Source: an optimization exercise on an open RTL-to-GDS flow (aim: a short achievable clock period and few clock cycles). Production flows keep margins and buffers that such runs may drop.
In this exercise RTL edits were held to simulation tests only and were not proved equivalent to the original.
Power is estimated from default activity; no workload was simulated.

==> flow/design.v (excerpt) <==
module beebc_core (
    input  wire       clk,
    input  wire       rst,         
    output wire [3:0] mem_addr,
    input  wire [7:0] mem_rdata,
    output wire [7:0] mem_wdata,
    output wire       mem_we,
    output wire [7:0] out,
    output wire       out_strobe,
    output wire       halted
);
Size in the first run: roughly 1600 cells after synthesis, about 310 flip-flops, about 16000 sq um of cells after synthesis.
==> flow/config.mk <==
export PLATFORM = sky130hd
export DESIGN_NAME = beebc_core
export DESIGN_NICKNAME = beebc_core
export VERILOG_FILES = /design/flow/design.v
export SDC_FILE = /design/flow/constraint.sdc
export NUM_CORES = 4
export LEC_CHECK = 0
export ABC_CLOCK_PERIOD_IN_PS = 2000
export CAP_MARGIN = 20
export CORE_MARGIN = 2
export CORE_UTILIZATION = 40
export SETUP_SLACK_MARGIN = 3.0
export SLEW_MARGIN = 20
==> flow/constraint.sdc <==
create_clock -name core_clock -period 5.0 [get_ports {clk}]
set_input_delay 1.0000 -clock core_clock [delete_from_list [all_inputs] [get_ports {clk}]]
set_output_delay 1.0000 -clock core_clock [all_outputs]
set_load 0.01 [all_outputs]
run.sh (not shown) runs the stock make flow with config.mk's settings and CLKGATE_MAP_FILE= SYNTH_SCRIPT=/design/flow/synth_recipe.tcl, a recipe that flattens the netlist after the stock synthesis.
Testbench counts at the start, summed over its fixed seeds: cycles 27,888.
Next try:
--- a/flow/design.v
+++ b/flow/design.v
@@ -47,21 +47,23 @@
     reg [15:0] fpc1_oh;     
     reg        pend;        
     reg        pkind;       
     reg  [7:0] firb;
     reg [15:0] fb_oh;
     reg        fbv;
     reg  [3:0] fpcb;
     reg  [3:0] fpcb1;
     reg  [3:0] fpcb2;
     reg [15:0] fpcb1_oh;
-    reg  [7:0] a;
+    reg  [7:0] a_reg;
+    reg        a_is_alu;
+    wire [7:0] a;
     reg  [7:0] alu;
     reg  [7:0] out_r;
     reg        cf;
     reg        zf;
     reg        halted_r;    
     reg        halted_o;    
     reg        out_valid;   
     reg  [7:0] mc [0:15];
     reg [15:0] mv;
     reg  [3:0] pa;          
@@ -95,24 +97,21 @@
     wire x_exec  = run & xv & ~((x_lda | x_alu) & ~bv) & ~(x_hlt & out_valid);
     wire advance = run & (~xv | x_exec);    
     wire x_flags = x_exec & x_alu;          
     wire [7:0] sum, dif;
     wire       s_co, d_co;
     beebc_add8 u_add (.x(a), .y(bop),  .ci(1'b0), .s(sum), .co(s_co));
     beebc_add8 u_sub (.x(a), .y(~bop), .ci(1'b1), .s(dif), .co(d_co));
     wire       ovf   = x_sub ? ~d_co : s_co;    
     wire [7:0] r     = x_sub ? dif : sum;
     wire       z_new = x_sub ? (a == bop) : ((a == 8'h00) & (bop == 8'h00));
-    wire [7:0] alu_next = ovf ? alu : r;
-    wire [7:0] a_ld  = (x_exec & x_lda) ? bop : ((x_exec & x_ldi) ? {4'h0, xn} : a);
-    wire [7:0] a_nr  = x_flags ? r : a_ld;
-    wire [7:0] a_nx  = (x_flags & ovf) ? alu : a_nr;
+    assign a = a_is_alu ? alu : a_reg;
     wire  [3:0] jn     = fir[3:0];
     wire        jv     = fv & ~pend;
     wire f_lda, f_alu, f_sub, f_sta, f_ldi, f_jmp, f_jc, f_jz, f_out, f_hlt;
     beebc_decoder u_dj (
         .opcode (fir[7:4]),
         .is_lda (f_lda), .is_alu (f_alu), .is_sub (f_sub), .is_sta (f_sta),
         .is_ldi (f_ldi), .is_jmp (f_jmp), .is_jc  (f_jc),  .is_jz  (f_jz),
         .is_out (f_out), .is_hlt (f_hlt)
     );
     wire j_pend  = x_flags & (f_jc | f_jz);
@@ -235,21 +234,22 @@
     wire f_load = (advance & (jv | pend)) | f_fill;
     always @(posedge clk) begin
         if (rst) begin
             xv       <= 1'b0;
             fv       <= 1'b0;
             pend     <= 1'b0;
             fpc      <= 4'h0;
             fpc1     <= 4'h1;
             fpc2     <= 4'h2;
             fpc1_oh  <= 16'h0002;
-            a        <= 8'h00;
+            a_reg    <= 8'h00;
+            a_is_alu <= 1'b0;
             alu      <= 8'h00;
             out_r    <= 8'h00;
             cf       <= 1'b0;
             zf       <= 1'b0;
             halted_r <= 1'b0;
             halted_o <= 1'b0;
             out_valid <= 1'b0;
             pa       <= 4'h0;
             pwe      <= 1'b0;
             p_opnd   <= 1'b0;
@@ -317,25 +317,28 @@
                         bop <= mem_rdata;
                         bv  <= 1'b1;
                     end
                     if (f_fill) begin
                         f_oh <= rd_oh;
                         fv   <= 1'b1;
                     end
                     halted_o <= halt_nx | (((xv & x_hlt) | early_h) & ~outv_nx);
                 end
             end
-            a <= a_nx;
             if (x_flags) begin
-                alu <= alu_next;
+                a_is_alu <= 1'b1;
+                if (~ovf) alu <= r;
                 cf  <= ovf;
                 zf  <= z_new;
+            end else if (x_exec & (x_lda | x_ldi)) begin
+                a_is_alu <= 1'b0;
+                a_reg    <= x_lda ? bop : {4'h0, xn};
             end
             if (x_exec) begin
                 if (x_out) out_r <= a;
                 if (x_hlt) halted_r <= 1'b1;
             end
             if (halted_o) halted_r <= 1'b1;
         end
     end
     assign mem_addr   = pa;
     assign mem_wdata  = a;
Result: Via count fell by a few percent; power fell by a few percent; design area fell slightly; setup slack degrades by 0.15 ns; combinational power fell by a little under a tenth; final cell count barely changes; die area fell slightly; global-route usage rose by 0.75 points; register-to-register slack degrades by 0.15 ns; first-iteration DRC count fell by roughly a tenth; area after synthesis fell slightly; wire length fell by a few percent; hold slack improves by 0.043 ns; clock power fell slightly.
Testbench counts after the change, summed over its fixed seeds: cycles 27,888.

## separate check: timing with driven ports
No port has a modelled driver above. Below, the same layouts with a new extraction and two added sets of constraints.
Step 1 sets driving cells, clkbuf_16 on the clock port and buf_2 on the other inputs (assumed; they add their load-dependent delay and slew).
Step 2 also shifts input and output timing later by t, the mid clock arrival at the registers, as if the neighbouring blocks saw the same clock.
Three values: ideal ports, drivers, drivers and shift; two values: the first two.
run | shift t [ns] | setup WS [ns] | worst setup path at the end | clock arrival spread, ns
the first run | 0.597 | 2.341 / 2.341 / 1.860 | input to register | 0.022 / 0.022
the second run | 0.580 | 2.188 / 2.135 / 1.962 | input to register | 0.027 / 0.026
After both steps every run listed still meets setup and hold. For the first run, which loses most, drivers alone change the setup slack by 0.000 ns; drivers and shift together by -0.481 ns.
